Source: an optimization exercise on an open RTL-to-GDS flow (aim: small area). Production flows keep margins and buffers that such runs may drop.
In this exercise RTL edits were held to simulation tests only and were not proved equivalent to the original.
Power and IR drop assume default switching activity.

**flow/config.mk**
```make
export PLATFORM = sky130hd
export DESIGN_NAME = periph
export DESIGN_NICKNAME = periph
export VERILOG_FILES = /design/flow/design.v
export SDC_FILE = /design/flow/constraint.sdc
export NUM_CORES = 4
export LEC_CHECK = 0
export CAP_MARGIN = 20
export CORE_MARGIN = 2
export CORE_UTILIZATION = 40
export SLEW_MARGIN = 20
```
**flow/flow/run.sh**
```bash
#!/bin/bash
# Layout flow: the standard layout (standard synthesis unchanged), with
# smaller port buffers and a clock tree built from smaller buffers.
set -euo pipefail
cd "$(dirname "$0")/.."
# one buffer per port, as the standard flow places, but the smallest one
export BUFFER_PORTS_ARGS="-buffer_cell sky130_fd_sc_hd__buf_1"
# clock tree: smaller buffers, larger sink clusters, no dummy loads
export CTS_ARGS="-sink_clustering_enable -repair_clock_nets -dont_use_dummy_load -buf_list sky130_fd_sc_hd__clkbuf_8 -sink_clustering_size 20 -sink_clustering_max_diameter 60"
bash standard.sh > standard_flow.log 2>&1
```
**flow/constraint.sdc**
```tcl
create_clock -name core_clock -period 10.0 [get_ports {clk}]
set_input_delay 2.0000 -clock core_clock [delete_from_list [all_inputs] [get_ports {clk}]]
set_output_delay 2.0000 -clock core_clock [all_outputs]
set_load 0.01 [all_outputs]
```
**flow/design.v**
```verilog
module periph_i2cm (
    input  wire        clk,
    input  wire        rst_n,
    input  wire        cmd_we,
    input  wire        stat_we,
    input  wire        delay_we,
    input  wire [31:0] wdata,
    input  wire        sda_p,
    output reg         scl_o,
    output reg         sda_o,
    output wire [11:0] stat,
    output wire [7:0]  data,
    output wire [15:0] delay_reg
);
    localparam [4:0] S_SD   = 5'd0;    
    localparam [4:0] S_SH   = 5'd1;    
    localparam [4:0] S_SL   = 5'd2;    
    localparam [4:0] R_PRE  = 5'd3;    
    localparam [4:0] R_SH   = 5'd4;    
    localparam [4:0] R_SM   = 5'd5;    
    localparam [4:0] R_SL   = 5'd6;    
    localparam [4:0] A_PRE  = 5'd7;    
    localparam [4:0] A_SH   = 5'd8;    
    localparam [4:0] A_SM   = 5'd9;    
    localparam [4:0] A_SL   = 5'd10;   
    localparam [4:0] T_0    = 5'd11;   
    localparam [4:0] T_1    = 5'd12;   
    localparam [4:0] T_2    = 5'd13;   
    localparam [4:0] T_3    = 5'd14;   
    localparam [4:0] P_0    = 5'd15;   
    localparam [4:0] P_1    = 5'd16;   
    localparam [4:0] P_2    = 5'd17;   
    localparam [4:0] I_0    = 5'd18;   
    localparam [4:0] W_SCL  = 5'd19;   
    localparam [4:0] W_SDA  = 5'd20;   
    localparam [4:0] W_RD   = 5'd21;   
    localparam [4:0] D_NONE = 5'd24;   
    localparam [4:0] D_OWN0 = 5'd25;
    localparam [4:0] D_OWN1 = 5'd26;
    localparam [4:0] D_RX   = 5'd27;
    localparam [4:0] D_ACK  = 5'd28;
    reg        busy;
    reg [4:0]  st;
    reg [8:0]  sh;
    reg [15:0] dq;
    reg [15:0] wait_cnt;
    reg        owned;
    reg [7:0]  rxdata;
    reg        sda_in;
    reg        ack;
    reg        nackf, cmderr, busyerr, seqerr;
    reg [15:0] delay;
    wire [3:0] w_op  = wdata[3:0];
    wire [7:0] w_arg = wdata[15:8];
    wire       w_hi0 = (wdata[31:16] == 16'd0) && (wdata[7:4] == 4'd0);
    reg       w_valid;
    reg [4:0] w_st;
    reg [8:0] w_sh;
    always @(*) begin
        w_valid = 1'b0;
        w_st    = W_RD;
        w_sh    = {w_arg[0], 8'b1000_0000};
        case (w_op)
            4'd1: begin w_valid = (w_arg == 8'd0);      w_st = I_0;   end
            4'd2: begin w_valid = (w_arg == 8'd0);      w_st = T_0;   end
            4'd3: begin w_valid = (w_arg == 8'd0);      w_st = P_0;   end
            4'd4: begin w_valid = 1'b1;                 w_st = S_SD;
                        w_sh = {w_arg, 1'b1};                         end
            4'd5: begin w_valid = (w_arg == 8'd0);      w_st = R_PRE;
                        w_sh = 9'b0_0000_0001;                        end
            4'd6: begin w_valid = (w_arg[7:1] == 7'd0); w_st = S_SD;  end
            4'd7: begin w_valid = (w_arg == 8'd0);      w_st = A_PRE; end
            4'd8: begin w_valid = (w_arg[7:1] == 7'd0); w_st = W_SCL; end
            4'd9: begin w_valid = (w_arg[7:1] == 7'd0); w_st = W_SDA; end
            4'd10: begin w_valid = (w_arg == 8'd0);     w_st = W_RD;  end
            default: ;
        endcase
        w_valid = w_valid && w_hi0;
    end
    wire w_seq = (w_op == 4'd3) || (w_op == 4'd4) || (w_op == 4'd5) ||
                 (w_op == 4'd6) || (w_op == 4'd7);
    wire sample = sda_o & sda_p;
    reg       m_scl, m_sda, m_smp, m_done;
    reg       m_val;
    reg [4:0] m_next;
    always @(*) begin
        m_scl  = 1'b0;
        m_sda  = 1'b0;
        m_smp  = 1'b0;
        m_done = 1'b0;
        m_val  = 1'b0;
        m_next = D_NONE;
        case (st)
            S_SD:  begin m_sda = 1'b1; m_val = sh[8]; m_next = S_SH; end
            S_SH:  begin m_scl = 1'b1; m_val = 1'b1;  m_next = S_SL; end
            S_SL:  begin m_scl = 1'b1; m_val = 1'b0;
                         m_next = (sh[7:0] == 8'd0) ? D_NONE : S_SD; end
            R_PRE: begin m_sda = 1'b1; m_val = 1'b1;  m_next = R_SH; end
            R_SH:  begin m_scl = 1'b1; m_val = 1'b1;  m_next = R_SM; end
            R_SM:  begin m_smp = 1'b1;                m_next = R_SL; end
            R_SL:  begin m_scl = 1'b1; m_val = 1'b0;
                         m_next = sh[8] ? D_RX : R_SH; end
            A_PRE: begin m_sda = 1'b1; m_val = 1'b1;  m_next = A_SH; end
            A_SH:  begin m_scl = 1'b1; m_val = 1'b1;  m_next = A_SM; end
            A_SM:  begin m_smp = 1'b1;                m_next = A_SL; end
            A_SL:  begin m_scl = 1'b1; m_val = 1'b0;  m_next = D_ACK; end
            T_0:   begin m_sda = 1'b1; m_val = 1'b1;  m_next = T_1; end
            T_1:   begin m_scl = 1'b1; m_val = 1'b1;  m_next = T_2; end
            T_2:   begin m_sda = 1'b1; m_val = 1'b0;  m_next = T_3; end
            T_3:   begin m_scl = 1'b1; m_val = 1'b0;  m_next = D_OWN1; end
            P_0:   begin m_sda = 1'b1; m_val = 1'b0;  m_next = P_1; end
            P_1:   begin m_scl = 1'b1; m_val = 1'b1;  m_next = P_2; end
            P_2:   begin m_sda = 1'b1; m_val = 1'b1;  m_next = D_OWN0; end
            I_0:   begin m_scl = 1'b1; m_val = 1'b1;  m_next = P_2; end
            W_SCL: begin m_scl = 1'b1; m_val = sh[8]; m_next = D_NONE; end
            W_SDA: begin m_sda = 1'b1; m_val = sh[8]; m_next = D_NONE; end
            W_RD:  begin m_smp = 1'b1;                m_next = D_NONE; end
            default: m_done = 1'b1;
        endcase
    end
    wire tick     = busy && (wait_cnt[15:1] == 15'd0);
    wire do_step  = tick && !m_done;
    wire complete = tick && m_done;
    wire busy_now = busy && !complete;
    wire accept   = cmd_we && !busy_now && w_valid;
    always @(posedge clk) begin
        wait_cnt <= tick ? dq : wait_cnt - 16'd1;
        if (do_step) begin
            st <= m_next;
            if (st == S_SH)
                sh <= {sh[7:0], 1'b0};
            else if (m_smp)
                sh <= {sh[7:0], sample};
        end
        if (accept) begin
            st       <= w_st;
            sh       <= w_sh;
            dq       <= delay;
            wait_cnt <= 16'd1;
        end
    end
    always @(posedge clk) begin
        if (!rst_n) begin
            scl_o    <= 1'b1;
            sda_o    <= 1'b1;
            busy     <= 1'b0;
            owned    <= 1'b0;
            rxdata   <= 8'd0;
            sda_in   <= 1'b0;
            ack      <= 1'b0;
            nackf    <= 1'b0;
            cmderr   <= 1'b0;
            busyerr  <= 1'b0;
            seqerr   <= 1'b0;
            delay    <= 16'd10;
        end else begin
            if (do_step) begin
                if (m_scl) scl_o  <= m_val;
                if (m_sda) sda_o  <= m_val;
                if (m_smp) sda_in <= sample;
            end
            if (complete) begin
                case (st)
                    D_OWN0: owned <= 1'b0;
                    D_OWN1: owned <= 1'b1;
                    D_RX:   rxdata <= sh[7:0];
                    D_ACK: begin
                        ack <= sh[0];
                        if (sh[0])
                            nackf <= 1'b1;
                    end
                    default: ;
                endcase
                busy <= 1'b0;
            end
            if (cmd_we) begin
                if (busy_now) begin
                    busyerr <= 1'b1;
                end else if (!w_valid) begin
                    cmderr <= 1'b1;
                end else begin
                    busy <= 1'b1;
                    if (w_seq && scl_o)
                        seqerr <= 1'b1;
                end
            end
            if (stat_we) begin
                if (wdata[8])  nackf   <= 1'b0;
                if (wdata[9])  cmderr  <= 1'b0;
                if (wdata[10]) busyerr <= 1'b0;
                if (wdata[11]) seqerr  <= 1'b0;
            end
            if (delay_we)
                delay <= wdata[15:0];
        end
    end
    assign stat      = {seqerr, busyerr, cmderr, nackf, 2'b00,
                        owned, ack, sda_in, sda_o, scl_o, busy};
    assign data      = rxdata;
    assign delay_reg = delay;
endmodule
module periph_flc (
    input  wire        clk,
    input  wire        rst_n,
    input  wire        cmd_we,
    input  wire        addr_we,
    input  wire        data_we,
    input  wire        stat_we,
    input  wire [31:0] wdata,
    input  wire [15:0] rd_addr,
    output wire [13:0] fl_raddr,
    input  wire [31:0] fl_rdata,
    output wire [13:0] fl_waddr,
    output wire        fl_we,
    output wire [3:0]  fl_wstrb,
    output wire [31:0] fl_wdata,
    output wire        fl_erase_page,
    output wire        fl_erase_all,
    output wire [1:0]  rd_lane,
    output wire        busy_now_o,
    output wire [31:0] addr_reg,
    output wire [31:0] data_reg,
    output wire [12:0] stat
);
    reg        locked;
    reg        busy;
    reg        c_prog;       
    reg        c_wide;       
    reg [15:0] areg;
    reg [31:0] cur_data;
    reg [9:0]  cnt;
    reg [31:0] addr;
    reg [31:0] data;
    reg        eop, pgerr, lockerr, addrerr, cmderr, busyerr;
    localparam [9:0] CNT_END   = 10'd0;
    localparam [9:0] SEED_200  = 10'd154;
    localparam [9:0] SEED_1000 = 10'd8;
    localparam [9:0] SEED_5    = 10'd448;
    localparam [9:0] SEED_8    = 10'd568;
    wire [9:0] cnt_step = {cnt[8:0], ~(cnt[9] ^ cnt[6])};
    wire [3:0] w_op    = wdata[3:0];
    wire       w_hi0   = (wdata[31:4] == 28'd0);
    wire       w_lock  = w_hi0 && (w_op == 4'd1 || w_op == 4'd2);
    wire       w_mut   = w_hi0 && (w_op >= 4'd3 && w_op <= 4'd6);
    wire       in_win  = (addr[31:16] == 16'h0800);
    reg        w_addr_ok;
    always @(*) begin
        case (w_op[1:0])
            2'b11:   w_addr_ok = in_win && (addr[9:0] == 10'd0);    
            2'b01:   w_addr_ok = in_win && !addr[0];                
            2'b10:   w_addr_ok = in_win && (addr[1:0] == 2'b00);    
            default: w_addr_ok = 1'b1;                              
        endcase
    end
    reg [9:0] w_seed;
    always @(*) begin
        case (w_op[1:0])
            2'b11:   w_seed = SEED_200;
            2'b00:   w_seed = SEED_1000;
            2'b01:   w_seed = SEED_5;
            default: w_seed = SEED_8;
        endcase
    end
    wire complete = busy && (cnt == CNT_END);
    wire busy_now = busy && !complete;
    wire accept   = cmd_we && !busy_now && w_mut && !locked && w_addr_ok;
    assign fl_raddr = areg[15:2];
    assign fl_waddr = areg[15:2];
    wire lo_ok      = (fl_rdata[15:0]  == 16'hFFFF);
    wire hi_ok      = (fl_rdata[31:16] == 16'hFFFF);
    wire tgt_ok     = (lo_ok || (!c_wide &&  areg[1])) &&
                      (hi_ok || (!c_wide && !areg[1]));
    wire pg_fail    = c_prog && !tgt_ok;
    assign fl_we         = complete && c_prog && !pg_fail;
    assign fl_erase_page = complete && !c_prog && !c_wide;
    assign fl_erase_all  = complete && !c_prog && c_wide;
    assign fl_wstrb      = {{2{c_wide | areg[1]}}, {2{c_wide | !areg[1]}}};
    assign fl_wdata      = cur_data;
    assign rd_lane       = areg[1:0];
    always @(posedge clk) begin
        cnt <= accept ? w_seed : cnt_step;
        if (!busy_now) begin
            areg <= accept ? addr[15:0] : rd_addr;
        end
        if (accept) begin
            c_prog   <= w_op[2] && (w_op[1:0] != 2'b00);
            c_wide   <= w_op[2] && !w_op[0];
            cur_data <= {(w_op[1] ? data[31:16] : data[15:0]), data[15:0]};
        end
    end
    always @(posedge clk) begin
        if (!rst_n) begin
            locked    <= 1'b1;
            busy      <= 1'b0;
            addr      <= 32'd0;
            data      <= 32'd0;
            eop       <= 1'b0;
            pgerr     <= 1'b0;
            lockerr   <= 1'b0;
            addrerr   <= 1'b0;
            cmderr    <= 1'b0;
            busyerr   <= 1'b0;
        end else begin
            if (complete) begin
                if (pg_fail)
                    pgerr <= 1'b1;
                else
                    eop <= 1'b1;
                busy <= 1'b0;
            end
            if (cmd_we) begin
                if (busy_now)
                    busyerr <= 1'b1;
                else if (!w_lock && !w_mut)
                    cmderr <= 1'b1;
                else if (w_mut && locked)
                    lockerr <= 1'b1;
                else if (w_mut && !w_addr_ok)
                    addrerr <= 1'b1;
                else if (w_lock)
                    locked <= !w_op[0];
                else
                    busy <= 1'b1;
            end
            if (addr_we)
                addr <= wdata;
            if (data_we)
                data <= wdata;
            if (stat_we) begin
                if (wdata[2])  eop     <= 1'b0;
                if (wdata[8])  pgerr   <= 1'b0;
                if (wdata[9])  lockerr <= 1'b0;
                if (wdata[10]) addrerr <= 1'b0;
                if (wdata[11]) cmderr  <= 1'b0;
                if (wdata[12]) busyerr <= 1'b0;
            end
        end
    end
    assign busy_now_o = busy_now;
    assign addr_reg   = addr;
    assign data_reg   = data;
    assign stat       = {busyerr, cmderr, addrerr, lockerr, pgerr,
                         5'd0, eop, 1'b0, busy};
endmodule
module periph (
    input  wire        clk,
    input  wire        rst_n,
    input  wire        hreq,
    input  wire        hwrite,
    input  wire [1:0]  hsize,       
    input  wire [31:0] haddr,
    input  wire [31:0] hwdata,
    output wire        hready,
    output wire [31:0] hrdata,
    output wire [1:0]  hfault,
    output wire        scl_o,
    output wire        sda_o,
    input  wire        sda_p,
    output wire [13:0] fl_raddr,
    input  wire [31:0] fl_rdata,
    output wire [13:0] fl_waddr,
    output wire        fl_we,
    output wire [3:0]  fl_wstrb,
    output wire [31:0] fl_wdata,
    output wire        fl_erase_page,
    output wire        fl_erase_all
);
    wire sel_flash = haddr[27];
    wire sel_flc   = haddr[4];
    wire a_mis     = haddr[1] | haddr[0];
    wire f_align = (hsize[0] & haddr[0]) | (hsize[1] & a_mis);
    wire [1:0] fault = sel_flash ? {hwrite | f_align, hwrite}
                                 : {hsize[1] & a_mis, ~hsize[1]};
    wire flt = fault[1] | fault[0];
    wire flc_busy_now;
    wire flash_rd = sel_flash & ~hwrite & ~f_align;
    assign hready = ~(flash_rd & flc_busy_now);
    wire reg_wr = hreq & hwrite & ~sel_flash & ~flt;
    wire [1:0] reg_idx = haddr[3:2];
    wire i2cm_cmd_we   = reg_wr & ~sel_flc & (reg_idx == 2'd0);
    wire i2cm_stat_we  = reg_wr & ~sel_flc & (reg_idx == 2'd1);
    wire i2cm_delay_we = reg_wr & ~sel_flc & (reg_idx == 2'd3);
    wire flc_cmd_we    = reg_wr &  sel_flc & (reg_idx == 2'd0);
    wire flc_addr_we   = reg_wr &  sel_flc & (reg_idx == 2'd1);
    wire flc_data_we   = reg_wr &  sel_flc & (reg_idx == 2'd2);
    wire flc_stat_we   = reg_wr &  sel_flc & (reg_idx == 2'd3);
    wire [11:0] i2cm_stat;
    wire [7:0]  i2cm_data;
    wire [15:0] i2cm_delay;
    wire [31:0] flc_addr, flc_data;
    wire [12:0] flc_stat;
    wire [1:0]  rd_lane;
    periph_i2cm u_i2cm (
        .clk       (clk),
        .rst_n     (rst_n),
        .cmd_we    (i2cm_cmd_we),
        .stat_we   (i2cm_stat_we),
        .delay_we  (i2cm_delay_we),
        .wdata     (hwdata),
        .sda_p     (sda_p),
        .scl_o     (scl_o),
        .sda_o     (sda_o),
        .stat      (i2cm_stat),
        .data      (i2cm_data),
        .delay_reg (i2cm_delay)
    );
    periph_flc u_flc (
        .clk           (clk),
        .rst_n         (rst_n),
        .cmd_we        (flc_cmd_we),
        .addr_we       (flc_addr_we),
        .data_we       (flc_data_we),
        .stat_we       (flc_stat_we),
        .wdata         (hwdata),
        .rd_addr       (haddr[15:0]),
        .fl_raddr      (fl_raddr),
        .fl_rdata      (fl_rdata),
        .fl_waddr      (fl_waddr),
        .fl_we         (fl_we),
        .fl_wstrb      (fl_wstrb),
        .fl_wdata      (fl_wdata),
        .fl_erase_page (fl_erase_page),
        .fl_erase_all  (fl_erase_all),
        .rd_lane       (rd_lane),
        .busy_now_o    (flc_busy_now),
        .addr_reg      (flc_addr),
        .data_reg      (flc_data),
        .stat          (flc_stat)
    );
    reg [1:0] fault_q;
    reg       rd_flash_q;
    reg       rd_flc_q;
    reg [1:0] rd_sel_q;      
    always @(posedge clk) begin
        fault_q    <= fault;
        rd_flash_q <= sel_flash;
        rd_flc_q   <= sel_flc;
        rd_sel_q   <= sel_flash ? hsize : reg_idx;
    end
    reg [31:0] reg_rdata;
    always @(*) begin
        if (!rd_flc_q) begin
            case (rd_sel_q)
                2'd0:    reg_rdata = 32'd0;
                2'd1:    reg_rdata = {20'd0, i2cm_stat};
                2'd2:    reg_rdata = {24'd0, i2cm_data};
                default: reg_rdata = {16'd0, i2cm_delay};
            endcase
        end else begin
            case (rd_sel_q)
                2'd0:    reg_rdata = 32'd0;
                2'd1:    reg_rdata = flc_addr;
                2'd2:    reg_rdata = flc_data;
                default: reg_rdata = {19'd0, flc_stat};
            endcase
        end
    end
    reg [31:0] flash_rdata;
    always @(*) begin
        case (rd_sel_q)
            2'd0:    flash_rdata = {24'd0, fl_rdata[8*rd_lane +: 8]};
            2'd1:    flash_rdata = {16'd0, fl_rdata[16*rd_lane[1] +: 16]};
            default: flash_rdata = fl_rdata;
        endcase
    end
    assign hrdata = rd_flash_q ? flash_rdata : reg_rdata;
    assign hfault = fault_q;
endmodule
```
**flow/standard.sh**
```bash
#!/bin/bash
# synth_recipe.tcl (not shown) runs the flow's synth.tcl, then flattens the netlist and writes it again
# the make line also repeats each setting of config.mk as NAME=value (left out here)
make -C /OpenROAD-flow-scripts/flow DESIGN_CONFIG=/design/flow/config.mk WORK_HOME=/design/flow/orfs CLKGATE_MAP_FILE= SYNTH_SCRIPT=/design/flow/synth_recipe.tcl "${@:-finish}"
```
==> results_dict.tcl, run 1 <==
set metrics [dict create \
    run_status "timing/DRC/antenna clean" \
    syn_to_final_growth_pct 10.10 \
    multiInputGateArea_um2 5090 \
    final_area_um2 11870 \
    initialDrtViolationCount 1167 \
    vias 9504 \
    cap_viol_max_count 0 \
    ios 207 \
    seq_area_frac_synth_pct 47.90 \
    path_clk_slew_ns 0.11 \
    tritoncts_num_sinks 218 \
    synth_cell_type_count 71 \
    rsz0062_at_grt "no" \
    crit_arrival_ns 3.68 \
    grt_start_max_net_pins 99 \
    post-cts-setup-buffers 0 \
    p_total_mw 1.553 \
    cts_made_buffers 21 \
    synth-main-ff-cell "dfxtp_1" \
    timing_worst_slew_pin_value_ns 1.127 \
    max-slew-margin-rel_pct 24.86 \
    cts-resized-gates 0 \
    synth_nets 1272 \
    floorplan.initialDensity_pct 40.35 \
    first_global_vias 8670 \
    final-seq-area_um2 5165 \
    gr-usage-all-layers_pct 24.26 \
    fill_cells 2697 \
    combinationalPowerShare_pct 9.3 \
    post_synth_instance_area_um2 10780 \
    worst_hold_class "reg2reg" \
    crit_required_ns 8.00 \
    achievable_freq_ghz 0.1759 \
    postRouteWirelength_um 35420 \
    critical_path.startpoint "fl_rdata[31]" \
    first_pass_grt_wire_length_um 52570 \
    internal-power_mw 1.152 \
    power.share.sequential_pct 59.8 \
    drt_antenna_net_count 0 \
    timing.critical_path.fanout_max 4 \
    crit_path_max_incr_delay_ns 0.58 \
    post_route_cells_drive_above_1_share_pct 8.217 \
    crit_slowest_cell "or4_1" \
    synth-async-reset-ratio_pct 0 \
    yosysWarningCount 3 \
    grt.overflow.total 0 \
    synth_seq_cells 218 \
    total_switching_power_uw 400.8 \
    final_util_pct 44.42 \
    crit_chain "buf_1, nand4_1, or4_1, a21oi_1, a21oi_1, nor2_1, buf_1" \
    placed_area_um2 11580 \
    timing.setup.critical_path_class "in2out" \
    die_width_um 168.2 \
    final.min_clock_period_ns 5.685 \
    layout_worst_path_cycle_share_pct 56.85 \
    core_rows 60 \
    place_congestion 0.9298 \
    timing.clock.skew_ns 0.05335 \
    finalHoldViolCount 0 \
    clk_root_buffer_cell "clkbuf_8" \
    post_drt_wl_per_cell_um 21.72 \
    setup_viol_count_final 0 \
    clockBufferDepth 3 \
    worst_hold_startpoint "u_i2cm.delay[12]" \
    dieHeight_um 168.2 \
    fin_tns_setup_ns 0 \
    cts_tree "done" \
    leakage_nw 4.028 \
    sw_frac_of_total_pct 25.81 \
    clkPwrFrac_pct 30.9 \
    synth-edff-count 80 \
    dr_drc_count 0 \
    diodes 0 \
    dr.pass1.iters 5 \
    placedCellCount 1610 \
    die-area_um2 28290 \
    cts_max_level 1 \
    core_um2 26730 \
    io_buffer_count 191 \
    power.density_nw_per_um2 130.8 \
    detailed_place_hpwl_um 25390 \
    final_max_slew_viol_count 0 \
    layout.cells.non_filler 1631 \
    nature_of_the_critical_path_endpoint "primary output" \
    cts.hold.buffers_added 0 \
    clock_latency_ns 0.57 \
    post_synth.cell_area_avg_um2 9.296 \
    grt_antenna_before_repair 0 \
    synthesis.instances 1160 \
    reg_to_reg_start "u_i2cm.wait_cnt[2]" \
    crit_path_start_kind "input port" \
    avgViaCountPerCell 5.827 \
    final_net_count 1404 \
    peakVddDrop_v 0.00008865 \
]
[power by group through the flow]
stage | combinational, mW | clock (mW) | sequential, mW
after global placement | 0.141 | 0 | 0.949
after CTS | 0.142 | 0.488 | 0.929
after global routing | 0.154 | 0.520 | 0.930
final | 0.144 | 0.480 | 0.929
after detailed placement | 0.141 | 0 | 0.948
after floorplan | 0.0830 | 0 | 0.945
[cell families after synthesis]
family	Yosys count	share of synthesized area (%)
AOI/OAI and AO/OA	293	17.09
DFF	218	47.90
xor gates and xnor gates	16	1.300
buffers and inverters	118	5.082
and+or+nand+nor	413	17.92
adders and majority gates	9	1.044
muxes	93	9.666
[path summary, 6_finish.rpt]
check / endpoint / slack (ns) / cells past startpoint
max: fl_we / 4.32 / 7
min: u_i2cm.dq[12] / 0.45 / 0
max reg2reg: u_i2cm.sh[7] / 6.81 / 5
min reg2reg: u_i2cm.dq[12] / 0.45 / 0
[synthesized netlist by cell type, types with 14 or more instances]
library cell | n | area (um2)
nor2_1 | 88 | 330.3
edfxtp_1 | 80 | 2402
nor3_1 | 21 | 105.1
inv_1 | 20 | 75.07
a21oi_1 | 104 | 520.5
mux2_2 | 39 | 439.2
clkbuf_1 | 63 | 236.5
dfxtp_1 | 138 | 2763
nand2_1 | 200 | 750.7
mux2i_1 | 43 | 430.4
nor4_1 | 18 | 112.6
nand4_1 | 14 | 87.58
o21ai_0 | 61 | 305.3
buf_4 | 16 | 120.1
a211oi_1 | 22 | 165.2
a22oi_1 | 30 | 225.2
[critical path, delay by kind of cell]
family / cells / cell delay, ns
AO/OA/AOI/OAI: 2 / 0.27
AND/OR/NAND/NOR: 3 / 0.98
buffers and inverters: 2 / 0.43
[cell usage in the layout, fill, tap and decap left out, types with 4 or more instances in the layout]
master    count
a221oi_1     13
nand2b_1      6
nor3_1       21
buf_4        13
nor3b_1       8
buf_1       191
inv_1        20
o31ai_1       7
a22oi_1      30
o21ai_0      60
nand2_1     199
nor2_1       86
mux2_4       10
nand4_1      14
clkbuf_8     21
a211oi_1     22
nor2b_1      12
o211ai_1      8
xnor2_1      10
dfxtp_1     138
a31oi_1       9
xor2_1        6
edfxtp_1     80
ha_1          9
nor4_1       18
nand3b_1      5
mux2_2       39
mux2i_1      43
a21oi_1     104
o221ai_1      8
a21o_1        4
o211a_1       4
and2_1        5
or4_1         6
nand3_1       8
[cell type report]
type | count | area share, %
tap | 341 | 3.594
timing repair buffer | 204 | 6.861
sequential | 218 | 43.51
inverter | 23 | 0.7272
multi-input combinational | 824 | 42.88
clock buffer | 21 | 2.435
[through the flow]
stage	hold WS, ns	setup slack [ns]
2_1_floorplan	0.4244	3.289
3_3_place_gp	0.4365	4.362
6_report	0.4540	4.315
5_1_grt	0.4480	4.270
4_1_cts	0.4404	4.331
3_5_place_dp	0.4456	4.336
[per-layer routing]
layer	global-route usage, %	share of wire [%]	vias up
met5	0	0	-
met4	5.735	2.6	0
met3	3.268	8.8	63
met2	37.71	44	477
met1	35.88	44	4542
li1	-	-	4422
==> inputs of run 2 (changes only) <==
==> flow/flow/run.sh (replaced) <==
#!/bin/bash
# Layout flow: the standard layout (standard synthesis unchanged), with
# smaller port buffers and a clock tree built from smaller buffers.
set -euo pipefail
cd "$(dirname "$0")/.."
# one buffer per port, as the standard flow places, but the smallest one
export BUFFER_PORTS_ARGS="-buffer_cell sky130_fd_sc_hd__buf_1"
# clock tree: smaller buffers, larger sink clusters, no dummy loads
export CTS_ARGS="-sink_clustering_enable -repair_clock_nets -dont_use_dummy_load -buf_list sky130_fd_sc_hd__clkbuf_4 -sink_clustering_size 10 -sink_clustering_max_diameter 40"
bash standard.sh > standard_flow.log 2>&1
==> run 2 against run 1 <==
Effect of this change:
- design area is 0.20% lower
- combinational power hardly changed
- still clean
- synthesized cell count stayed put
- critical endpoint unchanged
- power is 1.4% lower
- largest power group unchanged
- final cell count is 0.92% higher
- clock power is 4.6% lower
- global-route usage is 0.25 points higher
- sequential power hardly changed
- largest cell class unchanged
- critical path depth stayed put
- sequential cell count stayed put
==> results_dict.tcl, run 2 <==
set metrics [dict create \
    layout_worst_path_cycle_share_pct 56.99 \
    clkPwrFrac_pct 29.9 \
    path_clk_slew_ns 0.11 \
    timing.setup.critical_path_class "in2out" \
    area_share_of_the_largest_cell_type_after_synthesis_pct 25.62 \
    r2r_setup_slack_ns 6.74 \
    grt.overflow.total 0 \
    final_max_slew_viol_count 0 \
    first_pass_grt_wire_length_um 52790 \
    core_um2 26730 \
    synth.most_common_cell "nand2_1" \
    placed_area_um2 11580 \
    clk_root_buffer_cell "clkbuf_4" \
    layout_commonest_cell "nand2_1" \
    power.share.sequential_pct 60.7 \
    max-slew-margin-rel_pct 24.00 \
    core_rows 60 \
    fin_tns_setup_ns 0 \
    power.density_nw_per_um2 129.2 \
    run_status "timing/DRC/antenna clean" \
    drt_antenna_net_count 0 \
    final.min_clock_period_ns 5.699 \
    cts-resized-gates 0 \
    dr.pass1.iters 6 \
    post_synth_instance_area_um2 10780 \
    synth_cell_type_count 71 \
    final_net_count 1418 \
    cts_made_buffers 35 \
    tritoncts_num_sinks 218 \
    cts_tree "done" \
    total_switching_power_uw 405.6 \
    crit_path_start_kind "input port" \
    synth_nets 1272 \
    vias 9623 \
    grt_antenna_before_repair 1 \
    seq_area_frac_synth_pct 47.90 \
    syn_to_final_growth_pct 9.875 \
    setup_viol_count_final 0 \
    dr_drc_count 0 \
    nature_of_the_critical_path_endpoint "primary output" \
    yosysTopAreaCell "dfxtp_1" \
    place_congestion 0.9298 \
    first_global_vias 8772 \
    sw_frac_of_total_pct 26.49 \
    achievable_freq_ghz 0.1755 \
    final_util_pct 44.33 \
    clockBufferDepth 3 \
    synth-edff-count 80 \
    io_buffer_count 191 \
    synth_seq_cells 218 \
    post_drt_wl_per_cell_um 21.63 \
    rr_endpoint "u_i2cm.sh[4]" \
    layout.cells.non_filler 1646 \
    dieHeight_um 168.2 \
    peakVddDrop_v 0.00007292 \
    ys_top_cells_by_count "200 x nand2_1, 138 x dfxtp_1, 104 x a21oi_1" \
    synth-async-reset-ratio_pct 0 \
    crit_required_ns 8.00 \
    initialDrtViolationCount 1219 \
    timing_worst_slew_pin_value_ns 1.140 \
    finalHoldViolCount 0 \
    worst_hold_class "reg2reg" \
    post_synth.cell_area_avg_um2 9.296 \
    reg_to_reg_start "u_i2cm.wait_cnt[4]" \
    final_area_um2 11850 \
    rsz0062_at_grt "no" \
    ys_top_cells_by_area "dfxtp_1 26%, edfxtp_1 22%, nand2_1 7.0%" \
    cap_viol_max_count 0 \
    synth-main-ff-cell "dfxtp_1" \
    yosysWarningCount 3 \
    timing.critical_path.fanout_max 4 \
    floorplan.initialDensity_pct 40.35 \
    synthesis.instances 1160 \
    leakage_nw 4.038 \
    cts_max_level 2 \
    timing.clock.skew_ns 0.05621 \
    worstRegToRegCells 5 \
    die_width_um 168.2 \
    grt_start_max_net_pins 99 \
    avgViaCountPerCell 5.846 \
    post-cts-setup-buffers 0 \
    clock_latency_ns 0.64 \
    post_route_cells_drive_above_1_share_pct 9.202 \
    critical_path.endpoint "fl_we" \
    commonest_cells_after_routing_fill_and_taps_aside "199 x nand2_1, 191 x buf_1, 138 x dfxtp_1" \
    internal-power_mw 1.126 \
    p_total_mw 1.531 \
    placedCellCount 1610 \
    detailed_place_hpwl_um 25390 \
    ios 207 \
    critical_path.startpoint "fl_rdata[31]" \
    die-area_um2 28290 \
    gr-usage-all-layers_pct 24.51 \
    postRouteWirelength_um 35610 \
    crit_arrival_ns 3.70 \
    cts.hold.buffers_added 0 \
    combinationalPowerShare_pct 9.4 \
]
==> run 2: cell counts after synthesis <==
No cell type changed its count.
==> run 2: worst min-delay path by stage <==
| stage | from | depth (start not counted) | slack, ns | end |
|---|---|---|---|---|
| floorplan | u_i2cm.delay[10] | 0 | 0.42 | u_i2cm.dq[10] |
| global placement | u_i2cm.delay[5] | 0 | 0.44 | u_i2cm.dq[5] |
| detailed placement | u_i2cm.delay[11] | 0 | 0.45 | u_i2cm.dq[11] |
| CTS | u_i2cm.delay[4] | 0 | 0.45 | u_i2cm.dq[4] |
| global route | u_i2cm.delay[4] | 0 | 0.46 | u_i2cm.dq[4] |
| finish | u_i2cm.delay[4] | 0 | 0.45 | u_i2cm.dq[4] |
==> run 2: logic make-up after synthesis <==
| logic type | synth area share [%] |
|---|---|
| mux | 9.666 |
| simple gates | 17.92 |
| xor+xnor | 1.300 |
| buf+inv | 5.082 |
| compound gates | 17.09 |
| fa+ha+maj | 1.044 |
| flops | 47.90 |
==> run 2: metrics by stage <==
stage | hold WS (ns) | setup slack [ns]
after floorplan | 0.4244 | 3.289
after global placement | 0.4365 | 4.362
after detailed placement | 0.4456 | 4.336
after CTS | 0.4475 | 4.331
after global routing | 0.4647 | 4.270
final | 0.4513 | 4.301
==> run 2: layout make-up <==
class / instances / area (um2)
diodes: 1 / 2.502
fillers: 2694 / 14880
repair buffers: 204 / 814.5
flip-flops and latches: 218 / 5165
well taps: 341 / 426.7
clock buffers: 35 / 262.8
multi-input cells: 824 / 5090
inverters: 23 / 86.33
==> run 2: critical path, cell delays in order <==
cell,delay [ns]
buf_1,0.24
nand4_1,0.13
or4_1,0.59
a21oi_1,0.14
a21oi_1,0.14
nor2_1,0.27
buf_1,0.19
==> run 2: routing by layer <==
| metal | part of all wire (%) | track usage (%) |
|---|---|---|
| met1 | 44 | 35.88 |
| met2 | 44 | 38.00 |
| met3 | 9.4 | 3.338 |
| met4 | 2.6 | 6.859 |
| met5 | 0 | 0 |
==> run 2: power groups by stage <==
stage | Sequential [mW] | Combinational [mW] | Clock [mW]
after global placement | 0.949 | 0.141 | 0
final | 0.929 | 0.144 | 0.458
after floorplan | 0.945 | 0.0830 | 0
after global routing | 0.930 | 0.154 | 0.504
after CTS | 0.928 | 0.142 | 0.467
after detailed placement | 0.948 | 0.141 | 0
==> inputs of run 3 (changes only) <==
==> flow/run.sh (new file) <==
#!/bin/bash
# synth_recipe.tcl (not shown) runs the flow's synth.tcl, then flattens the netlist and writes it again
# the make line also repeats each setting of config.mk as NAME=value (left out here)
make -C /OpenROAD-flow-scripts/flow DESIGN_CONFIG=/design/flow/config.mk WORK_HOME=/design/flow/orfs CLKGATE_MAP_FILE= SYNTH_SCRIPT=/design/flow/synth_recipe.tcl finish
removed: flow/flow/run.sh
removed: flow/standard.sh
==> run 3 against run 2 <==
Effect of this change:
- routed wire length increased by 4.4%
- synthesized cell count unchanged
- design area increased by 15%
- power increased by 31%
- sequential cell count unchanged
==> results_dict.tcl, run 3 <==
set metrics [dict create \
    yosysTopAreaCell "dfxtp_1" \
    layout_worst_path_cycle_share_pct 63.96 \
    final_area_um2 13620 \
    vias 9625 \
    synth-main-ff-cell "dfxtp_1" \
    avgViaCountPerCell 5.816 \
    synth_nets 1272 \
    post-cts-setup-buffers 0 \
    io_buffer_count 191 \
    cts.hold.buffers_added 0 \
    place_ws_ns 3.612 \
    clk_root_buffer_cell "clkbuf_16" \
    timing.setup.critical_path_class "in2out" \
    layout_commonest_cell "nand2_1" \
    hold_ws_ns 0.4547 \
    cap_viol_max_count 0 \
    timing_worst_slew_pin_value_ns 1.027 \
    core_um2 26730 \
    yosysWarningCount 3 \
    synth-async-reset-ratio_pct 0 \
    clock_latency_ns 0.52 \
    tritoncts_num_sinks 218 \
    dr.pass1.iters 7 \
    layout.cells.non_filler 1655 \
    setup_ws_ns 3.604 \
    leakage_nw 4.820 \
    die-area_um2 28290 \
    crit_arrival_ns 4.40 \
    finalHoldViolCount 0 \
    drt_antenna_net_count 0 \
    timing.clock.skew_ns 0.01167 \
    post_route_cells_drive_above_1_share_pct 9.437 \
    first_pass_grt_wire_length_um 55590 \
    cts_max_level 1 \
    first_global_vias 9080 \
    nature_of_the_critical_path_endpoint "primary output" \
    initialDrtViolationCount 927 \
    synth_seq_cells 218 \
    floorplan.initialDensity_pct 40.35 \
    gr-usage-all-layers_pct 25.54 \
    final.min_clock_period_ns 6.396 \
    placed_area_um2 12780 \
    core_rows 60 \
    dr_drc_count 0 \
    seq_area_frac_synth_pct 47.90 \
    max-slew-margin-rel_pct 31.48 \
    grt.overflow.total 0 \
    post_synth_instance_area_um2 10780 \
    area_share_of_the_largest_cell_type_after_synthesis_pct 25.62 \
    cts_tree "done" \
    final_net_count 1408 \
    placedCellCount 1610 \
    ios 207 \
    crit_required_ns 8.00 \
    achievable_freq_ghz 0.1563 \
    synth_cell_type_count 71 \
    synth-edff-count 80 \
    grt_start_max_net_pins 99 \
    peakVddDrop_v 0.0001069 \
    diodes 0 \
    run_status "timing/DRC/antenna clean" \
    path_clk_slew_ns 0.06 \
    setup_viol_count_final 0 \
    timing.critical_path.fanout_max 4 \
    worst_hold_class "reg2reg" \
    postRouteWirelength_um 37180 \
    commonest_cells_after_routing_fill_and_taps_aside "199 x nand2_1, 191 x clkdlybuf4s50_1, 138 x dfxtp_1" \
    die_width_um 168.2 \
    post_synth.cell_area_avg_um2 9.296 \
    synth.most_common_cell "nand2_1" \
    post_drt_wl_per_cell_um 22.46 \
    cts-resized-gates 0 \
    power.density_nw_per_um2 147.4 \
    fin_tns_setup_ns 0 \
    syn_to_final_growth_pct 26.27 \
    synthesis.instances 1160 \
    final_max_slew_viol_count 0 \
    cts_made_buffers 24 \
    ys_top_cells_by_count "200 x nand2_1, 138 x dfxtp_1, 104 x a21oi_1" \
    ys_top_cells_by_area "dfxtp_1 26%, edfxtp_1 22%, nand2_1 7.0%" \
    clockBufferDepth 3 \
    grt_antenna_before_repair 1 \
    dieHeight_um 168.2 \
    rsz0062_at_grt "no" \
    place_congestion 0.9001 \
    detailed_place_hpwl_um 26340 \
    crit_path_start_kind "input port" \
]
run 3: changes by cell type in the layout (fill, tap and decap cells not counted), moves of 2 or more:
| cell | change |
|---|---|
| buf_1 | -191 |
| clkbuf_1 | +2 |
| clkbuf_16 | +26 |
| clkbuf_4 | -35 |
| clkbuf_8 | +8 |
| clkdlybuf4s50_1 | +191 |
| clkinv_1 | +5 |
| clkinv_2 | +2 |
run 3: worst max-delay path, stage by stage:
cell	delay, ns
clkdlybuf4s50_1	0.56
nand4_1	0.11
or4_1	0.56
a21oi_1	0.14
a21oi_1	0.15
nor2_1	0.29
clkdlybuf4s50_1	0.59
run 3: area by class of cell:
cell class / instances / area (um2)
Timing Repair Buffer: 205 / 2037
Multi-Input combinational cell: 824 / 5095
Tap cell: 341 / 426.7
Inverter: 23 / 86.33
Sequential cell: 218 / 5165
Clock inverter: 8 / 37.54
Fill cell: 2490 / 13110
Clock buffer: 36 / 768.2
run 3: through the flow:
stage | utilization, % | power, mW
after global routing | 50.95 | 2.065
after global placement | 47.82 | 1.134
final | 50.95 | 2.007
after CTS | 50.84 | 2.012
after detailed placement | 47.83 | 1.134
after floorplan | - | 1.028
run 3: layer usage:
| metal | vias up | global-route usage [%] | routed length [um] |
|---|---|---|---|
| met4 | 0 | 6.559 | 1027 |
| li1 | 4458 | - | - |
| met2 | 442 | 40.44 | 16700 |
| met1 | 4661 | 37.31 | 16710 |
| met3 | 64 | 2.891 | 2742 |
| met5 | - | 0 | 0 |
run 3: kinds of logic after synthesis:
group	Yosys count	synth area share (%)
simple gates	413	17.92
xor+xnor	16	1.300
mux	93	9.666
fa+ha+maj	9	1.044
compound gates	293	17.09
flops	218	47.90
buf+inv	118	5.082
run 3: worst paths after layout:
check,depth (start not counted),startpoint,slack (ns),to
worst max-delay path,7,fl_rdata[31],3.60,fl_we
worst min-delay path,0,u_i2cm.delay[11],0.45,u_i2cm.dq[11]
worst max register to register,6,u_i2cm.wait_cnt[4],7.04,u_i2cm.st[1]
worst min register to register,0,u_i2cm.delay[11],0.45,u_i2cm.dq[11]
run 3: where the power goes:
part | internal, mW | total [mW] | switching (mW) | leakage, nW
registers | 0.920 | 0.930 | 0.00975 | 1.83
logic | 0.0874 | 0.189 | 0.102 | 2.59
clock network | 0.528 | 0.888 | 0.359 | 0.400
==> inputs of run 4 (changes only) <==
--- a/flow/design.v
+++ b/flow/design.v
@@ -136,7 +136,7 @@
             st       <= w_st;
             sh       <= w_sh;
             dq       <= delay;
-            wait_cnt <= 16'd1;
+            wait_cnt <= 16'd0;
         end
     end
     always @(posedge clk) begin
==> flow/flow/run.sh (new file) <==
#!/bin/bash
# Layout flow: the standard layout on the standard synthesis, with
#  - the combinational logic of that synthesis re-mapped by ABC for area
#    (flip-flops untouched, same cells and names),
#  - the smallest buffer on every port,
#  - a clock tree of smaller buffers.
set -euo pipefail
cd "$(dirname "$0")/.."
W=$(pwd)
RES=$W/orfs/results/sky130hd/periph/base
LIB=$FLOW_HOME/platforms/sky130hd/lib/sky130_fd_sc_hd__tt_025C_1v80.lib
YOSYS=$(command -v yosys || echo $FLOW_HOME/../tools/install/yosys/bin/yosys)

export BUFFER_PORTS_ARGS="-buffer_cell sky130_fd_sc_hd__buf_1"
export CTS_ARGS="-sink_clustering_enable -repair_clock_nets -dont_use_dummy_load -buf_list sky130_fd_sc_hd__clkbuf_4 -sink_clustering_size 10 -sink_clustering_max_diameter 40"

bash standard.sh synth > flow_synth.log 2>&1

cp $RES/1_2_yosys.v $W/flow/std_1_2_yosys.v.txt
sed -e "s|LIBFILE|$LIB|g" -e "s|NETLIST|$W/flow/std_1_2_yosys.v.txt|" \
    -e "s|ABCSCRIPT|$W/flow/area.abc|" -e "s|OUTFILE|$W/flow/remap.v|" \
    flow/remap.ys > flow/remap_run.ys
(cd flow && $YOSYS -s remap_run.ys) > flow_remap.log 2>&1
cp flow/remap.v $RES/1_2_yosys.v
rm -f $RES/1_synth.odb $RES/1_synth.sdc

bash standard.sh > flow_layout.log 2>&1
==> flow/flow/area.abc (new file) <==
strash
dch -f
map -a
mfs2
strash
dch -f
map -a
topo
==> flow/flow/remap.ys (new file) <==
# Re-map the combinational logic of the standard synthesis for area. The
# flip-flops (and tie cells) stay as they are, under their own names.
read_liberty -ignore_miss_func LIBFILE
read_verilog -defer NETLIST
hierarchy -top periph
setattr -mod -set keep_hierarchy 1 sky130_fd_sc_hd__dfxtp_1 sky130_fd_sc_hd__edfxtp_1 sky130_fd_sc_hd__conb_1
flatten
opt_clean
tee -o pre_stat.txt stat -liberty LIBFILE
abc -liberty LIBFILE -dont_use *lpflow* -dont_use *probe* -script ABCSCRIPT
opt_clean -purge
hilomap -singleton -hicell sky130_fd_sc_hd__conb_1 HI -locell sky130_fd_sc_hd__conb_1 LO
insbuf -buf sky130_fd_sc_hd__buf_1 A X
splitnets
rename -hide w:*.*
opt_clean -purge
select -assert-none periph/t:$*
tee -o post_stat.txt stat -liberty LIBFILE
select periph
write_verilog -selected -noattr -noexpr -nohex -nodec OUTFILE
==> flow/standard.sh (new file) <==
#!/bin/bash
# synth_recipe.tcl (not shown) runs the flow's synth.tcl, then flattens the netlist and writes it again
# the make line also repeats each setting of config.mk as NAME=value (left out here)
make -C /OpenROAD-flow-scripts/flow DESIGN_CONFIG=/design/flow/config.mk WORK_HOME=/design/flow/orfs CLKGATE_MAP_FILE= SYNTH_SCRIPT=/design/flow/synth_recipe.tcl "${@:-finish}"
removed: flow/run.sh
==> run 4 against run 3 <==
Effect of this change:
- critical endpoint is now hrdata[6]
- area after synthesis is 10% lower
- core utilization is 4.1 points lower
- sequential cell count stayed put
- critical path depth is 1 higher
- synthesized cell count is 0.43% higher
- hold slack worse by 0.021 ns
- routed wire length is 2.7% lower
- first-iteration DRC count is 10% higher
- design area is 19% lower
- still clean
==> results_dict.tcl, run 4 <==
set metrics [dict create \
    vias 9576 \
    post_drt_wl_per_cell_um 21.38 \
    total_switching_power_uw 400.9 \
    crit_arrival_ns 4.63 \
    layout_worst_path_cycle_share_pct 66.27 \
    first_pass_grt_wire_length_um 53870 \
    io_buffer_count 191 \
    worst_hold_class "reg2reg" \
    run_status "timing/DRC/antenna clean" \
    die-area_um2 25510 \
    crit_required_ns 8.00 \
    synthesis.instances 1165 \
    post_synth.cell_area_avg_um2 8.325 \
    p_total_mw 1.500 \
    place_congestion 0.9398 \
    crit_path_start_kind "register" \
    detailed_place_hpwl_um 26770 \
    final_area_um2 11070 \
    peakVddDrop_v 0.00007638 \
    combinationalPowerShare_pct 9.5 \
    placed_area_um2 10830 \
    reg_to_reg_start "u_flc.busy" \
    leakage_nw 3.686 \
    grt_start_max_net_pins 80 \
    clkPwrFrac_pct 28.8 \
    timing_worst_slew_pin_value_ns 1.004 \
    cts_tree "done" \
    min_delay_worst_endpoint "u_flc.cnt[2]" \
    power.share.sequential_pct 61.7 \
    ios 207 \
    met3_usage_pct 4.753 \
    cts_made_buffers 31 \
    die_width_um 159.7 \
    drt_antenna_net_count 0 \
    setup_viol_count_final 0 \
    initialDrtViolationCount 1022 \
    worst_hold_startpoint "u_flc.cnt[1]" \
    sw_frac_of_total_pct 26.72 \
    dr_drc_count 0 \
    r2r_setup_slack_ns 6.29 \
    commonest_cells_after_routing_fill_and_taps_aside "190 x buf_1, 151 x nor2_1, 151 x o21ai_0" \
    rr_endpoint "u_flc.cur_data[13]" \
    first_global_vias 8768 \
    timing.clock.skew_ns 0.04496 \
    path_clk_slew_ns 0.11 \
    busiest_layer "met2" \
    final_net_count 1477 \
    power.density_nw_per_um2 135.6 \
    use_met2_pct 43.19 \
    cts_max_level 1 \
    final_max_slew_viol_count 0 \
    fin_tns_setup_ns 0 \
    avgViaCountPerCell 5.660 \
    globalRouteMet1Util_pct 38.81 \
    finalHoldViolCount 0 \
    post-cts-setup-buffers 0 \
    layout_commonest_cell "buf_1" \
    synth_nets 1268 \
    worstRegToRegCells 11 \
    core_rows 56 \
    clockBufferDepth 3 \
    postRouteWirelength_um 36180 \
    dr.pass1.iters 6 \
    clock_latency_ns 0.70 \
    post_synth_instance_area_um2 9698 \
    cap_viol_max_count 0 \
    core_um2 23610 \
    dieHeight_um 159.7 \
    post_route_cells_drive_above_1_share_pct 4.155 \
    achievable_freq_ghz 0.1509 \
    clk_root_buffer_cell "clkbuf_4" \
    min_path_cells 2 \
    timing.critical_path.fanout_max 18 \
    grt.overflow.total 0 \
    final.min_clock_period_ns 6.627 \
    max-slew-margin-rel_pct 32.68 \
    floorplan.initialDensity_pct 41.07 \
    syn_to_final_growth_pct 14.10 \
    tritoncts_num_sinks 218 \
    cts-resized-gates 0 \
    final_util_pct 46.86 \
    nature_of_the_critical_path_endpoint "primary output" \
    cts.hold.buffers_added 0 \
    internal-power_mw 1.100 \
    rsz0062_at_grt "no" \
    yosysWarningCount 3 \
    place_ws_ns 3.939 \
    grt_antenna_before_repair 1 \
    setup_ws_ns 3.373 \
    gr-usage-all-layers_pct 27.55 \
    timing.setup.critical_path_class "reg2out" \
]
[run 4: worst max path at each step]
stage | slack (ns) | to | cells past startpoint | startpoint
3_5_place_dp | 3.94 | fl_we | 7 | fl_rdata[26]
5_1_grt | 3.10 | hrdata[15] | 8 | rd_sel_q[1]
2_1_floorplan | 4.13 | u_flc.data[19] | 8 | haddr[0]
4_1_cts | 3.40 | hrdata[6] | 8 | rd_sel_q[1]
3_3_place_gp | 3.92 | fl_we | 7 | fl_rdata[26]
6_report | 3.37 | hrdata[6] | 8 | rd_sel_q[1]
[run 4: worst max-delay path: stages, from the launching register on]
cell and delay (ns):
dfxtp_1 0.31, buf_4 0.25, clkinv_1 0.44, nor2_1 0.76, clkinv_1 0.25, nor2_1 0.63
clkinv_1 0.64, o2111ai_1 0.48, buf_1 0.20
[run 4: area by class of cell]
type                    count  area (um2)
multi-input cells         778        3914
well taps                 319       399.1
repair buffers            206       830.8
flip-flops and latches    218        5165
inverters                 139       521.8
fillers                  2436       12550
diodes                      1       2.502
clock buffers              31       232.7
[run 4: stage by stage]
stage,hold slack (ns),std cells
final,0.4339,1692
after global routing,0.4461,1692
after CTS,0.4329,1691
after detailed placement,0.4162,1660
after global placement,0.4150,1660
after floorplan,0.4026,1165
[run 4: power groups by stage]
stage	clock network [mW]	registers, mW	logic, mW
finish	0.432	0.926	0.143
global route	0.472	0.927	0.152
CTS	0.437	0.926	0.139
detailed placement	0	0.946	0.139
global placement	0	0.946	0.139
floorplan	0	0.945	0.0658
[run 4: routing by layer]
metal | vias to the layer above | share of wire (%)
li1 | 4568 | -
met1 | 4404 | 43
met2 | 528 | 44
met3 | 76 | 9.2
met4 | 0 | 3.4
met5 | - | 0
==> inputs of run 5 (changes only) <==
--- a/flow/design.v
+++ b/flow/design.v
@@ -437,32 +437,32 @@
         rd_flc_q   <= sel_flc;
         rd_sel_q   <= sel_flash ? hsize : reg_idx;
     end
-    reg [31:0] reg_rdata;
-    always @(*) begin
-        if (!rd_flc_q) begin
-            case (rd_sel_q)
-                2'd0:    reg_rdata = 32'd0;
-                2'd1:    reg_rdata = {20'd0, i2cm_stat};
-                2'd2:    reg_rdata = {24'd0, i2cm_data};
-                default: reg_rdata = {16'd0, i2cm_delay};
-            endcase
-        end else begin
-            case (rd_sel_q)
-                2'd0:    reg_rdata = 32'd0;
-                2'd1:    reg_rdata = flc_addr;
-                2'd2:    reg_rdata = flc_data;
-                default: reg_rdata = {19'd0, flc_stat};
-            endcase
-        end
-    end
-    reg [31:0] flash_rdata;
-    always @(*) begin
-        case (rd_sel_q)
-            2'd0:    flash_rdata = {24'd0, fl_rdata[8*rd_lane +: 8]};
-            2'd1:    flash_rdata = {16'd0, fl_rdata[16*rd_lane[1] +: 16]};
-            default: flash_rdata = fl_rdata;
-        endcase
-    end
-    assign hrdata = rd_flash_q ? flash_rdata : reg_rdata;
+    wire        r_fl   = rd_flash_q;
+    wire        r_i2c  = !rd_flash_q && !rd_flc_q;
+    wire        r_flc  = !rd_flash_q &&  rd_flc_q;
+    wire        s_i2st = r_i2c && rd_sel_q == 2'd1;
+    wire        s_i2dt = r_i2c && rd_sel_q == 2'd2;
+    wire        s_i2dl = r_i2c && rd_sel_q == 2'd3;
+    wire        s_addr = r_flc && rd_sel_q == 2'd1;
+    wire        s_data = r_flc && rd_sel_q == 2'd2;
+    wire        s_fst  = r_flc && rd_sel_q == 2'd3;
+    wire        s_l0   = r_fl && rd_lane == 2'd0;
+    wire        s_l1   = r_fl && rd_lane == 2'd1;
+    wire        s_l2   = r_fl && rd_lane == 2'd2;
+    wire        s_l3   = r_fl && rd_lane == 2'd3;
+    wire        s_hlo  = r_fl && rd_sel_q != 2'd0 && !rd_lane[1];
+    wire        s_hhi  = r_fl && rd_sel_q != 2'd0 &&  rd_lane[1];
+    wire        s_w    = r_fl && rd_sel_q[1];
+    wire [31:0] regs_rd = ({32{s_addr}} & flc_addr) |
+                          ({32{s_data}} & flc_data) |
+                          ({32{s_fst}}  & {19'd0, flc_stat}) |
+                          ({32{s_i2st}} & {20'd0, i2cm_stat}) |
+                          ({32{s_i2dt}} & {24'd0, i2cm_data}) |
+                          ({32{s_i2dl}} & {16'd0, i2cm_delay});
+    wire [31:0] fl_rd = {({16{s_w}} & fl_rdata[31:16]),
+                            ({8{s_hlo}} & fl_rdata[15:8])  | ({8{s_hhi}} & fl_rdata[31:24]),
+                            ({8{s_l0}}  & fl_rdata[7:0])   | ({8{s_l1}}  & fl_rdata[15:8]) |
+                            ({8{s_l2}}  & fl_rdata[23:16]) | ({8{s_l3}}  & fl_rdata[31:24])};
+    assign hrdata = regs_rd | fl_rd;
     assign hfault = fault_q;
 endmodule
--- a/flow/flow/run.sh
+++ b/flow/flow/run.sh
@@ -17,11 +17,24 @@
 bash standard.sh synth > flow_synth.log 2>&1
 
 cp $RES/1_2_yosys.v $W/flow/std_1_2_yosys.v.txt
-sed -e "s|LIBFILE|$LIB|g" -e "s|NETLIST|$W/flow/std_1_2_yosys.v.txt|" \
-    -e "s|ABCSCRIPT|$W/flow/area.abc|" -e "s|OUTFILE|$W/flow/remap.v|" \
-    flow/remap.ys > flow/remap_run.ys
-(cd flow && $YOSYS -s remap_run.ys) > flow_remap.log 2>&1
-cp flow/remap.v $RES/1_2_yosys.v
+# several ABC scripts; keep the smallest netlist
+best=""; best_area=""
+for abc in flow/abc_*.abc; do
+  n=$(basename $abc .abc)
+  mkdir -p flow/$n
+  sed -e "s|LIBFILE|$LIB|g" -e "s|NETLIST|$W/flow/std_1_2_yosys.v.txt|" \
+      -e "s|ABCSCRIPT|$W/$abc|" -e "s|OUTFILE|$W/flow/$n/remap.v|" \
+      flow/remap.ys > flow/$n/remap_run.ys
+  if (cd flow/$n && $YOSYS -s remap_run.ys) > flow_remap_$n.log 2>&1; then
+    a=$(grep "Chip area for module" flow/$n/post_stat.txt | grep -v sky130 | head -1 | awk '{print $NF}')
+    echo "$n $a" >> flow_remap_areas.log
+    if [[ -n "$a" ]] && { [[ -z "$best_area" ]] || python3 -c "import sys; sys.exit(0 if $a < $best_area else 1)"; }; then
+      best=$n; best_area=$a
+    fi
+  fi
+done
+echo "best $best $best_area" >> flow_remap_areas.log
+cp flow/$best/remap.v $RES/1_2_yosys.v
 rm -f $RES/1_synth.odb $RES/1_synth.sdc
 
 bash standard.sh > flow_layout.log 2>&1
==> flow/flow/abc_a2.abc (new file) <==
strash
dch -f
map -a
mfs2
strash
dch -f
map -a
topo
==> flow/flow/abc_a3.abc (new file) <==
strash
dch -f
map -a
mfs2
strash
dch -f
map -a
mfs2
strash
dch -f
map -a
topo
==> flow/flow/abc_a4.abc (new file) <==
strash
dch -f
map -a
mfs2
strash
dch -f
map -a
mfs2
strash
dch -f
map -a
mfs2
strash
dch -f
map -a
topo
==> flow/flow/abc_a6.abc (new file) <==
strash
dch -f
map -a
mfs2
strash
dch -f
map -a
mfs2
strash
dch -f
map -a
mfs2
strash
dch -f
map -a
mfs2
strash
dch -f
map -a
mfs2
strash
dch -f
map -a
topo
==> flow/flow/abc_d4.abc (new file) <==
strash
dc2
strash
dch -f
map -a
mfs2
strash
dch -f
map -a
mfs2
strash
dch -f
map -a
mfs2
strash
dch -f
map -a
topo
==> flow/flow/abc_d6.abc (new file) <==
strash
dc2
strash
dch -f
map -a
mfs2
strash
dch -f
map -a
mfs2
strash
dch -f
map -a
mfs2
strash
dch -f
map -a
mfs2
strash
dch -f
map -a
mfs2
strash
dch -f
map -a
topo
removed: flow/flow/area.abc
==> run 5 against run 4 <==
Effect of this change:
- still clean on timing, DRC and antenna
- first-iteration DRC count decreased by 8.7%
- clock power increased by 8.1%
- sequential power about the same
- critical path type is now in2out
- critical endpoint is now fl_we
==> results_dict.tcl, run 5 <==
set metrics [dict create \
    nature_of_the_critical_path_endpoint "primary output" \
    dr.pass1.iters 5 \
    synthesis.instances 1132 \
    timing_worst_slew_pin_value_ns 0.8379 \
    dr_drc_count 0 \
    post_route_cells_drive_above_1_share_pct 4.688 \
    core_rows 56 \
    die_width_um 157.8 \
    achievable_freq_ghz 0.1771 \
    crit_arrival_ns 3.65 \
    drt_antenna_net_count 0 \
    grt_start_max_net_pins 86 \
    power.density_nw_per_um2 138.6 \
    crit_path_max_incr_delay_ns 0.38 \
    ios 207 \
    clk_root_buffer_cell "clkbuf_4" \
    vias 9292 \
    placed_area_um2 10610 \
    crit_required_ns 8.00 \
    cts_made_buffers 36 \
    setup_viol_count_final 0 \
    final_area_um2 10880 \
    rr_endpoint "u_flc.areg[3]" \
    crit_chain "buf_1, nand4_1, nor4_1, o21ai_0, clkinv_1, nand2_1, nor2_1, buf_1" \
    path_common_cell "buf_1" \
    post_drt_wl_per_cell_um 20.75 \
    cts_max_level 2 \
    timing.critical_path.fanout_max 4 \
    worst_hold_class "reg2reg" \
    gr-usage-all-layers_pct 27.58 \
    core_um2 23330 \
    critPathTopFamily "simple AND/OR/NAND/NOR gates" \
    first_pass_grt_wire_length_um 50870 \
    die-area_um2 24900 \
    fin_tns_setup_ns 0 \
    io_buffer_count 191 \
    timing.clock.skew_ns 0.09563 \
    dieHeight_um 157.8 \
    rsz0062_at_grt "no" \
    layout_commonest_cell "nor2_1" \
    critical_path.startpoint "fl_rdata[26]" \
    crit_slowest_cell "nor4_1" \
    worstPathBufferInverterCount 3 \
    cts_tree "done" \
    grt_antenna_before_repair 1 \
    cap_viol_max_count 0 \
    commonest_cells_after_routing_fill_and_taps_aside "207 x nor2_1, 190 x buf_1, 144 x o21ai_0" \
    first_global_vias 8475 \
    path_clk_slew_ns 0.07 \
    worstRegToRegCells 11 \
    finalHoldViolCount 0 \
    detailed_place_hpwl_um 25320 \
    max-slew-margin-rel_pct 43.79 \
    cts.hold.buffers_added 0 \
    cts-resized-gates 0 \
    clockBufferDepth 3 \
    yosysWarningCount 3 \
    run_status "timing/DRC/antenna clean" \
    worst_hold_startpoint "u_flc.cnt[4]" \
    leakage_nw 3.754 \
    final_max_slew_viol_count 0 \
    avgViaCountPerCell 5.584 \
    crit_path_start_kind "input port" \
    final_net_count 1449 \
    grt.overflow.total 0 \
    setup_ws_ns 4.352 \
    place_congestion 0.9625 \
    post_synth.cell_area_avg_um2 8.357 \
    min_path_cells 2 \
    floorplan.initialDensity_pct 40.55 \
    initialDrtViolationCount 933 \
    place_ws_ns 4.382 \
    layout_worst_path_cycle_share_pct 56.48 \
    timing.setup.critical_path_class "in2out" \
    synth_nets 1235 \
    min_delay_worst_endpoint "u_flc.cnt[5]" \
    postRouteWirelength_um 34530 \
    post-cts-setup-buffers 0 \
    final.min_clock_period_ns 5.648 \
    reg_to_reg_start "u_flc.cnt[8]" \
    syn_to_final_growth_pct 15.01 \
    r2r_setup_slack_ns 6.34 \
    clock_latency_ns 0.66 \
    p_total_mw 1.508 \
    tritoncts_num_sinks 218 \
    peakVddDrop_v 0.00008945 \
    post_synth_instance_area_um2 9460 \
]
==> run 5: tightest hold or removal path, stage by stage, from the launching register on <==
cell and delay (ns):
dfxtp_1 0.31, nand2_1 0.06, nand2_1 0.04
==> run 5: how the worst max path moves through the flow <==
| stage | end | cells after the start |
|---|---|---|
| after CTS | fl_we | 8 |
| after global routing | fl_we | 8 |
| final | fl_we | 8 |
| after global placement | fl_we | 8 |
| after floorplan | u_flc.areg[7] | 10 |
| after detailed placement | fl_we | 8 |
==> run 5: layout make-up <==
type / count / area (um2)
diodes: 1 / 2.502
well taps: 319 / 399.1
fillers: 2372 / 12450
clock buffers: 36 / 270.3
repair buffers: 206 / 830.8
multi-input cells: 782 / 3830
flip-flops and latches: 218 / 5165
inverters: 102 / 382.9
==> run 5: layer usage <==
metal  vias to the layer above  part of all wire, %  global-route usage [%]
met5                         -                    0                       0
met4                         0                  4.1                   11.86
met3                        86                   11                   6.351
met2                       562                   44                   41.84
met1                      4229                   42                   37.71
li1                       4415                    -                       -
==> run 5: report_power, final <==
| part | switching, mW | total [mW] | internal [mW] |
|---|---|---|---|
| logic | 0.0864 | 0.117 | 0.0310 |
| clock network | 0.301 | 0.467 | 0.166 |
| registers | 0.00459 | 0.924 | 0.919 |
==> run 5: stage by stage <==
step,util (%),hold WS (ns),cells
6_report,46.63,0.4288,1664
5_1_grt,46.63,0.4579,1664
4_1_cts,46.62,0.4350,1663
3_5_place_dp,45.46,0.4227,1627
3_3_place_gp,45.46,0.4148,1627
2_1_floorplan,-,0.4036,1132

[separate check: timing with driven ports]
The results above use ideal ports. As a check the final layouts listed here were re-extracted and re-timed, cells and wires unchanged. Step 1: set_driving_cell puts a clkbuf_16 on clk and a buf_2 on each other input, an assumption about the parent block. Step 2 also shifts input and output timing later by t, the mid clock arrival at the registers, as if the neighbouring blocks saw the same clock. a / b / c = no drivers / after step 1 / after step 2; a / b = the first two.
| run | shift t [ns] | setup slack, ns | worst data-port slew with drivers (ns) |
|---|---|---|---|
| run 1 | 0.581 | 4.315 / 4.293 / 4.293 | 0.07 |
| run 2 | 0.653 | 4.301 / 4.278 / 4.278 | 0.07 |
| run 3 | 0.562 | 3.604 / 3.577 / 3.577 | 0.07 |
| run 4 | 0.718 | 3.373 / 3.329 / 3.789 | 0.07 |
| run 5 | 0.662 | 4.352 / 4.324 / 4.324 | 0.05 |
After both steps setup and hold are still met in every run listed. The setup slack of run 5, which loses most, moves by -0.028 ns with the drivers and by -0.028 ns with both steps.
